Source: an optimization exercise on an open RTL-to-GDS flow (aim: small area and a short achievable clock period). Production flows keep margins and buffers that such runs may drop. Function was checked by simulation only, so behaviour that the tests miss may differ from the original. Power and IR drop assume default switching activity.

// link_engine
module link_engine (
    input  wire        clk,
    input  wire        role,           
    input  wire        op_valid,
    input  wire [11:0] op,
    output wire        op_ready,
    output reg         rsp_ok,
    output reg  [7:0]  rsp_data,
    output reg         line_req_out,
    output reg         line_dc_out
);
    localparam integer N = 50;
    localparam [2:0] S_IDLE = 3'd0,    
                     S_RS   = 3'd1,    
                     S_RC   = 3'd2,    
                     S_RCA  = 3'd3,    
                     S_RDY  = 3'd4,    
                     S_DTX  = 3'd5,    
                     S_DCF  = 3'd6,    
                     S_DCA  = 3'd7;    
    assign op_ready = 1'b1;
    reg [2:0]     ls;
    reg [8*N-1:0] txm;                  
    reg [8*N-1:0] rxm;
    reg [4:0]     tx_wh, rx_wh;         
    reg [9:0]     tx_wl, rx_wl;         
    reg [4:0]     tx_rh, rx_rh;         
    reg [9:0]     tx_rl, rx_rl;         
    reg           tx_ne, tx_full, rx_ne, rx_full;
    reg [2:0]     tx_idx, rx_idx;
    reg [7:0]     tx_byte;              
    reg [6:0]     rx_sh;                
    wire [7:0] tx_head, rx_rsp;
    wire [15:0] tx_part_n, rx_part_n;    
    wire       tx_wr_to_rd, tx_rd_to_wr, rx_wr_to_rd, rx_rd_to_wr;
    wire [4:0] tx_whf = tx_wh | {5{tx_full}};
    wire [4:0] rx_whf = rx_wh | {5{rx_full}};
    genvar s;
    generate
        for (s = 0; s < N; s = s + 1) begin : g_slot
            always @(posedge clk) begin
                if (!(tx_whf[s / 10] | tx_wl[s % 10]))
                    txm[8*s +: 8] <= op[7:0];
                if (!(rx_whf[s / 10] | rx_wl[s % 10]))
                    rxm[8*s +: 8] <= {op[0], rx_sh};
            end
        end
    endgenerate
    le_head_mux tx_mux (.rh(tx_rh), .rl(tx_rl), .m(txm), .part_n(tx_part_n));
    le_head_mux rx_mux (.rh(rx_rh), .rl(rx_rl), .m(rxm), .part_n(rx_part_n));
    le_ptr_cmp tx_cmp (.wh(tx_wh), .wl(tx_wl), .rh(tx_rh), .rl(tx_rl),
                       .wr_next_is_rd(tx_wr_to_rd), .rd_next_is_wr(tx_rd_to_wr));
    le_ptr_cmp rx_cmp (.wh(rx_wh), .wl(rx_wl), .rh(rx_rh), .rl(rx_rl),
                       .wr_next_is_rd(rx_wr_to_rd), .rd_next_is_wr(rx_rd_to_wr));
    wire tx_pending = (tx_idx != 3'd7) || tx_ne;
    wire       grp_cmd_n, grp_edge_n;
    wire [3:0] sub_n;
    le_nand3 u_gcmd  (.a(op_valid), .b(~op[11]), .c(~op[10]), .y(grp_cmd_n));
  ...
Size: ~2100 cells after synthesis, roughly 27 I/O pins, about 33000 um^2 of cells after synthesis.
Settings: LEC_CHECK=0, CAP_MARGIN=20, CORE_MARGIN=2, CORE_UTILIZATION=70, CTS_BUF_LIST=sky130_fd_sc_hd__clkbuf_16, CTS_CLUSTER_DIAMETER=80, CTS_CLUSTER_SIZE=30, SETUP_SLACK_MARGIN=2.95, SLEW_MARGIN=20, SYNTH_HIERARCHICAL=1, SYNTH_MINIMUM_KEEP_SIZE=0; clock period 5.0 ns.
standard.sh (not shown) runs the stock make flow with config.mk's settings and CLKGATE_MAP_FILE= SYNTH_SCRIPT=/design/flow/synth_recipe.tcl, a recipe that flattens the netlist after the stock synthesis.
==> flow/flow/run.sh <==
#!/bin/bash
set -euo pipefail
bash standard.sh "BUFFER_PORTS_ARGS=-buffer_cell sky130_fd_sc_hd__buf_2" \
    "CTS_ARGS=-sink_clustering_enable -repair_clock_nets -sink_clustering_size 30 -sink_clustering_max_diameter 80 -buf_list sky130_fd_sc_hd__clkbuf_16 -dont_use_dummy_load" \
    finish > orfs_make.log 2>&1
The starting point ran to the end with no violations.
Change:
==> flow/flow/run.sh (replaced) <==
#!/bin/bash
# Standard ORFS layout, with the port buffers made from buf_4 cells instead
# of the buffer that buffer_ports picks by default.
set -euo pipefail
bash standard.sh "BUFFER_PORTS_ARGS=-buffer_cell sky130_fd_sc_hd__buf_4" finish > orfs_make.log 2>&1
- SETUP_SLACK_MARGIN: 2.95 -> 2.8
What happened: Clock-buffer cell count came out higher by 1. Global-route usage stays flat. Critical path depth came out higher by 4.
Change:
==> flow/flow/run.sh (replaced) <==
#!/bin/bash
set -euo pipefail
bash standard.sh "BUFFER_PORTS_ARGS=-buffer_cell sky130_fd_sc_hd__buf_2" \
    "CTS_ARGS=-sink_clustering_enable -repair_clock_nets -sink_clustering_size 30 -sink_clustering_max_diameter 80 -buf_list sky130_fd_sc_hd__clkbuf_16 -dont_use_dummy_load" \
    finish > orfs_make.log 2>&1
- SETUP_SLACK_MARGIN: 2.8 -> 2.88
What happened: Area after synthesis stays the same. Clock skew barely changes. Core utilization goes up by 0.20 points. Wire length goes up slightly. Non-clock buffer count goes up by 13. Power goes down slightly. Via count stays flat. Sequential cell count is unchanged. Clock power goes down by a few percent.
Change:
- SETUP_SLACK_MARGIN: 2.88 -> 3.03
Result:
- global-route usage fell by 0.25 points
- routed wire length fell by 0.44%
- cell count hardly moves
- clock skew rose by 0.019 ns
- power rose by 0.38%
- via count hardly moves
- die area stays the same
- worst setup slack improves by 0.096 ns
- design area rose by about 1.7%
- synthesized area stays the same

-- re-timing with driven ports --
The flow's constraints put no driver on any port. The routed layouts listed below were extracted and timed again, unchanged, in two steps.
Step 1: set_driving_cell puts a clkbuf_16 on clk and a buf_2 on each other input, an assumption about the parent block.
Step 2 adds t to the input delays and takes it off the output delays; t is the mean of the earliest and latest rising clock arrival at the registers after step 1. Input paths then give back, and output paths get back, about the clock's delay inside the block.
a / b / c = ideal ports / drivers / drivers and shift; a / b = the first two.
| run | t (ns) | setup WS [ns] | worst register clock-pin slew, ns |
|---|---|---|---|
| the first run | 0.640 | 2.921 / 2.862 / 2.393 | 0.11 / 0.11 |
| the second run | 0.644 | 2.775 / 2.775 / 2.267 | 0.11 / 0.11 |
| the third run | 0.643 | 2.845 / 2.845 / 2.288 | 0.11 / 0.11 |
| the fourth run | 0.655 | 2.941 / 2.880 / 2.320 | 0.12 / 0.12 |
After both steps setup and hold are still met in every run listed. The setup slack of the fourth run, which loses most, moves by -0.061 ns with the drivers and by -0.621 ns with both steps.
